This design comes from an exercise in tuning for small area on the open sky130 flow, not from production work.
Function was checked by simulation only, so behaviour that the tests miss may differ from the original.
Power figures rest on the tool's default switching activity, not on a simulated workload.

==> flow/design.v (excerpt) <==
module pyro_radio_b (
    input  wire          clk,
    input  wire          rst,             
    input  wire          frame_valid,
    input  wire [175:0]  frame,
    input  wire [31:0]   now,             
    output reg           st_valid,        
    output reg  [1:0]    st_code,         
    output reg  [43:0]   ch_off,          
    output reg  [47:0]   mouse,           
    output reg  [15:0]   mbtn_raw,        
    output reg  [15:0]   key_raw,
    output reg  [1:0]    sw_stable,       
    output reg  [6:0]    sw_event,        
    output reg  [31:0]   sw_change_time,  
    output wire [65:0]   btn_event,       
    output wire [21:0]   btn_stable,
    output wire [21:0]   btn_pending,
    output wire [175:0]  btn_repeat,      
    output wire [703:0]  btn_hold_time,   
    output reg           online
);
Settings: LEC_CHECK=0, CAP_MARGIN=20, CORE_MARGIN=2, CORE_UTILIZATION=40, SLEW_MARGIN=20; clock period 15.0 ns.
standard.sh (not shown) runs the stock make flow with config.mk's settings and CLKGATE_MAP_FILE= SYNTH_SCRIPT=/design/flow/synth_recipe.tcl, a recipe that flattens the netlist after the stock synthesis.
==> flow/flow/run.sh <==
#!/bin/bash
# Layout flow: the standard ORFS flow (standard.sh), with these changes to
# how the layout is made:
#  - synthesis is the standard flow's synthesis script with another ABC mapping script
#    (flow/synth.tcl, flow/abc_area.script): an area-recovering mapping
#    without ABC's own buffering and upsizing;
#  - the port buffers that global placement inserts are sky130_fd_sc_hd__buf_1;
#  - clock tree synthesis inserts no dummy loads.
# Each tool's full output goes to the ORFS logs under orfs/logs/, and the make
# output to flow_make.log in this folder.
set -euo pipefail
here=$(pwd)
export FLOW_ABC_SCRIPT="$here/flow/abc_area.script"
export BUFFER_PORTS_ARGS="-buffer_cell sky130_fd_sc_hd__buf_1"
export CTS_ARGS="-sink_clustering_enable -repair_clock_nets -dont_use_dummy_load -sink_clustering_size 20 -sink_clustering_max_diameter 100"
bash standard.sh SYNTH_SCRIPT="$here/flow/synth.tcl" finish > flow_make.log 2>&1
==> flow/flow/abc_area.script <==
&get -n
&st
&dch
&nf
&st
&syn2
&synch2
&nf
&st
&dch
&nf -R 1000
&st
&dch -f
&nf -R 1000 -p
&put
topo
stime -c
==> flow/flow/synth.tcl <==
# The standard flow's synthesis script (synth_recipe.tcl), with ORFS's ABC speed script
# replaced by abc_area.script from this folder: the same Yosys flow and the
# same registers, only the gate mapping of the logic differs.
proc synth {args} { yosys synth -nofsm -noshare {*}$args }
proc abc {args} {
  set i [lsearch -exact $args -script]
  if { $i >= 0 } {
    set args [lreplace $args [expr {$i + 1}] [expr {$i + 1}] $::env(FLOW_ABC_SCRIPT)]
  }
  puts "abc with: $args"
  yosys abc {*}$args
}
source $::env(SCRIPTS_DIR)/synth.tcl
# left out here: clear keep_hierarchy, flatten, clean up, hide names made inside functions, write 1_2_yosys.v
==> next run, changes <==
--- a/flow/flow/run.sh
+++ b/flow/flow/run.sh
@@ -13,4 +13,4 @@
 export FLOW_ABC_SCRIPT="$here/flow/abc_area.script"
 export BUFFER_PORTS_ARGS="-buffer_cell sky130_fd_sc_hd__buf_1"
-export CTS_ARGS="-sink_clustering_enable -repair_clock_nets -dont_use_dummy_load -sink_clustering_size 20 -sink_clustering_max_diameter 100"
+export CTS_ARGS="-sink_clustering_enable -repair_clock_nets -dont_use_dummy_load -sink_clustering_size 24 -sink_clustering_max_diameter 80"
 bash standard.sh SYNTH_SCRIPT="$here/flow/synth.tcl" finish > flow_make.log 2>&1
==> flow/flow/abc_area.script (replaced) <==
&get -n
&st
&dch
&nf
&st
&syn2
&synch2
&nf
&st
&dch
&nf -R 1000
&put
topo
stime -c
Outcome: Non-clock buffer count rises by 2; global-route usage rises by 1.2 points; clock power rises by about 7%; clock skew hardly moves; routed wire length rises by 4.4%; clock-buffer cell count rises by 14; power rises by 2.3%; hold slack got worse by 0.0056 ns.
==> next run, changes <==
--- a/flow/flow/run.sh
+++ b/flow/flow/run.sh
@@ -6,5 +6,6 @@
 #    without ABC's own buffering and upsizing;
 #  - the port buffers that global placement inserts are sky130_fd_sc_hd__buf_1;
-#  - clock tree synthesis inserts no dummy loads.
+#  - clock tree synthesis inserts no dummy loads and clusters up to 24
+#    flip-flops within 120 um per leaf buffer.
 # Each tool's full output goes to the ORFS logs under orfs/logs/, and the make
 # output to flow_make.log in this folder.
@@ -13,4 +14,4 @@
 export FLOW_ABC_SCRIPT="$here/flow/abc_area.script"
 export BUFFER_PORTS_ARGS="-buffer_cell sky130_fd_sc_hd__buf_1"
-export CTS_ARGS="-sink_clustering_enable -repair_clock_nets -dont_use_dummy_load -sink_clustering_size 24 -sink_clustering_max_diameter 80"
+export CTS_ARGS="-sink_clustering_enable -repair_clock_nets -dont_use_dummy_load -sink_clustering_size 24 -sink_clustering_max_diameter 120"
 bash standard.sh SYNTH_SCRIPT="$here/flow/synth.tcl" finish > flow_make.log 2>&1
==> flow/flow/abc_area.script (replaced) <==
&get -n
&st
&dch
&nf
&st
&syn2
&synch2
&nf
&st
&dch
&nf -R 1000
&st
&dch -f
&nf -R 1000 -p
&put
topo
stime -c
After rerunning: The new run completed without violations; hold slack gets better by 0.0076 ns; clock skew goes up by 0.0038 ns; final cell count went down slightly; cell area shrinks slightly; total power came out lower by a few percent; maximum frequency barely changes; setup slack stays flat; area after synthesis is lower slightly.
==> next run, changes <==
Settings changed: CORE_UTILIZATION 40 to 50.
Result: Worst setup slack loses 0.034 ns. Hold slack loses 0.0060 ns. Combinational power is about the same.

[static timing again, ports no longer ideal]
No port has a modelled driver above. Below, the same layouts with a new extraction and two added sets of constraints. Step 1: set_driving_cell puts a clkbuf_16 on clk and a buf_2 on each other input, an assumption about the parent block. Step 2 also shifts input and output timing later by t, the mid clock arrival at the registers, as if the neighbouring blocks saw the same clock. Slacks: no drivers / after step 1 / after step 2; pairs: no drivers / after step 1.
run | shift t [ns] | setup WS [ns] | worst data-port slew with drivers (ns)
the first run | 0.819 | 0.236 / 0.286 / -0.532 | 0.18
the second run | 0.837 | 0.246 / 0.281 / -0.556 | 0.28
the third run | 0.798 | 0.244 / 0.287 / -0.511 | 0.18
the fourth run | 0.780 | 0.210 / 0.278 / -0.502 | 0.19
Met with ideal ports but missed after step 2: setup timing in every run listed. For the second run, which loses most, drivers alone change the setup slack by +0.035 ns; drivers and shift together by -0.802 ns.
